What follows belongs to an exercise in optimizing a design on an open flow for small area, a short achievable clock period and few clock cycles; a production flow would make more cautious choices.
Only simulation tests tie the RTL to the original design; equivalence was not proved.
Power is estimated from default activity; no workload was simulated.

## cedar
// fdc_engine
module fdc_engine (
    input  wire        clk,
    input  wire        rst,
    input  wire        cmd_valid,
    output wire        cmd_ready,
    input  wire [31:0] cmd_word,
    input  wire [31:0] cmd_arg,
    input  wire        cmd_empty,
    input  wire        in_valid,
    output wire        in_ready,
    input  wire [7:0]  in_data,
    input  wire        in_last,
    output wire        out_valid,
    input  wire        out_ready,
    output wire [7:0]  out_data,
    output wire        done,
    output wire [7:0]  status
);
==> flow/config.mk <==
export PLATFORM = sky130hd
export DESIGN_NAME = fdc_engine
export DESIGN_NICKNAME = fdc_engine
export VERILOG_FILES = /design/flow/design.v
export SDC_FILE = /design/flow/constraint.sdc
export NUM_CORES = 4
export LEC_CHECK = 0
export CAP_MARGIN = 20
export CORE_MARGIN = 2
export CORE_UTILIZATION = 40
export PLACE_DENSITY = 0.8
export SETUP_SLACK_MARGIN = 1.5
export SLEW_MARGIN = 20
export SYNTH_HIERARCHICAL = 1
==> flow/constraint.sdc <==
create_clock -name core_clock -period 3.6 [get_ports {clk}]
set_input_delay 0.7200 -clock core_clock [delete_from_list [all_inputs] [get_ports {clk}]]
set_output_delay 0.7200 -clock core_clock [all_outputs]
set_load 0.01 [all_outputs]
standard.sh (not shown) runs the stock make flow with config.mk's settings and CLKGATE_MAP_FILE= SYNTH_SCRIPT=/design/flow/synth_recipe.tcl, a recipe that flattens the netlist after the stock synthesis.
==> flow/flow/run.sh <==
#!/bin/bash
# Own layout flow: the standard ORFS flow, with the port buffers made
# from sky130_fd_sc_hd__buf_2 instead of the default delay-buffer family, and
# the timing repair free to change a cell's footprint. Everything else
# (synthesis, floorplan, power grid, CTS, routing) is the standard flow.
set -euo pipefail
W=$PWD
cat > "$W/own.mk" <<EOM
include $W/config.mk
export BUFFER_PORTS_ARGS = -buffer_cell sky130_fd_sc_hd__buf_2
export MATCH_CELL_FOOTPRINT = 0
EOM
sed "s#DESIGN_CONFIG=[^ ]*#DESIGN_CONFIG=$W/own.mk#" standard.sh > "$W/own_standard.sh"
bash "$W/own_standard.sh" > "$W/own_flow.log" 2>&1
Having completed the whole flow, cedar delivered a layout that passed the timing, design-rule and antenna checks.
Testbench counts of cedar, summed over its fixed seeds: cycles 15,081.
> inputs changed (cedar -> raven)
Settings: putting CTS_BUF_LIST at sky130_fd_sc_hd__clkbuf_8 where nothing was set; swapping 0.8 for 0.6 in PLACE_DENSITY; putting CTS_CLUSTER_SIZE at 30 where nothing was set.
Findings:
Diff cedar -> raven | ratio of cells with drive above 1 in the final layout | increase of 0.35 points
met3 demand-to-capacity share in global routing ended up 0.51 points higher on raven than on cedar.
Changes observed in raven relative to cedar: synthesized cell count held steady, non-clock buffer count now sits lower, final worst slack decreased by 36 ps relative to the old numbers.
Core utilization: raven lower than cedar
raven finished every stage and its layout cleared the timing, design-rule and antenna checks.
| global router's overall resource usage | lower: cedar |
The cell area number comes out lower for raven vs cedar.
In the flow results for raven and cedar, the overall power after layout is larger on cedar.
In the metrics for raven and cedar, the one carrying the lower number of cells on the worst reg-to-reg path is raven.
Inputs modified between raven and lagoon:
Settings: CTS_CLUSTER_SIZE: 30 -> unset; CTS_BUF_LIST: sky130_fd_sc_hd__clkbuf_8 -> unset.
--- a/flow/flow/run.sh
+++ b/flow/flow/run.sh
@@ -10,4 +10,5 @@
 export BUFFER_PORTS_ARGS = -buffer_cell sky130_fd_sc_hd__buf_2
 export MATCH_CELL_FOOTPRINT = 0
+export RECOVER_POWER = 100
 EOM
 sed "s#DESIGN_CONFIG=[^ ]*#DESIGN_CONFIG=$W/own.mk#" standard.sh > "$W/own_standard.sh"
==> comparison <==
- Across both runs, final critical-path share of the clock period was higher for lagoon than for raven.
- Fraction of standard cell area in multi-input logic, raven and lagoon, higher one = raven.
- lagoon vs raven: smallest setup slack after layout down
- raven and lagoon ended up with roughly the same final area.
- On power dissipated by switching net loads: between raven and lagoon, it ends up lower for lagoon.
- A launching instance or port of the critical path of in_data[2] is what lagoon shows, while in_data[6] belongs to raven.
- Changes observed in lagoon relative to raven: total power up 0.00062 W, final wirelength down 0.32%, synthesis-to-layout area growth down 0.17 points, fraction of area in non-clock buffers down 0.63 points, peak ir drop on the vdd network up 18%.
- Maximum clock frequency of lagoon falls short of that of raven by more than 10%.
The inputs of zinc differ from those of lagoon as listed below.
Settings: CORE_UTILIZATION now 55, was 40; PLACE_DENSITY now 0.7, was 0.6.
--- a/flow/flow/run.sh
+++ b/flow/flow/run.sh
@@ -10,5 +10,4 @@
 export BUFFER_PORTS_ARGS = -buffer_cell sky130_fd_sc_hd__buf_2
 export MATCH_CELL_FOOTPRINT = 0
-export RECOVER_POWER = 100
 EOM
 sed "s#DESIGN_CONFIG=[^ ]*#DESIGN_CONFIG=$W/own.mk#" standard.sh > "$W/own_standard.sh"
### Flow results
- Diff lagoon -> zinc: part of the cycle the worst path needs went down by 17 points; final cell count decreased by about 7% relative to the old numbers; via count of the first global-routing pass now sits higher; number of cells on the critical path went down.
- zinc and lagoon ended up with roughly the same overall power.
- Per the comparison of zinc with lagoon, HPWL after detailed placement shrank by about 4.6%; relative contribution of the clock network to total power moved up; post-layout instance area neither gained nor lost much; die area lost 9100 um^2.

-- separate check: timing with driven ports --
In the flow no input, the clock included, has a driving cell. The finished layouts below were timed again as built, in two steps.
Step 1: set_driving_cell puts a clkbuf_16 on clk and a buf_2 on each other input, an assumption about the parent block.
Step 2 moves the port delays by t, midway between the first and last clock arrival at a register: inputs arrive t later, outputs are due t later. That takes back most of the time a late clock gives input paths.
Slacks: ideal ports / drivers / drivers and shift; pairs: ideal ports / drivers.
run | t, ns | slack for setup (ns) | worst setup path after step 2 | latest minus earliest clock arrival (ns) | worst data-port slew with drivers (ns)
cedar | 0.562 | 1.444 / 1.453 / 0.901 | input to register | 0.021 / 0.020 | 0.06
raven | 0.629 | 1.408 / 1.430 / 0.802 | input to register | 0.031 / 0.031 | 0.06
lagoon | 0.555 | 0.805 / 0.825 / 0.269 | input to register | 0.028 / 0.029 | 0.05
zinc | 0.549 | 1.420 / 1.420 / 0.885 | input to register | 0.018 / 0.018 | 0.06
After both steps every run listed still meets setup and hold. For raven, which loses most, drivers alone change the setup slack by +0.022 ns; drivers and shift together by -0.606 ns.
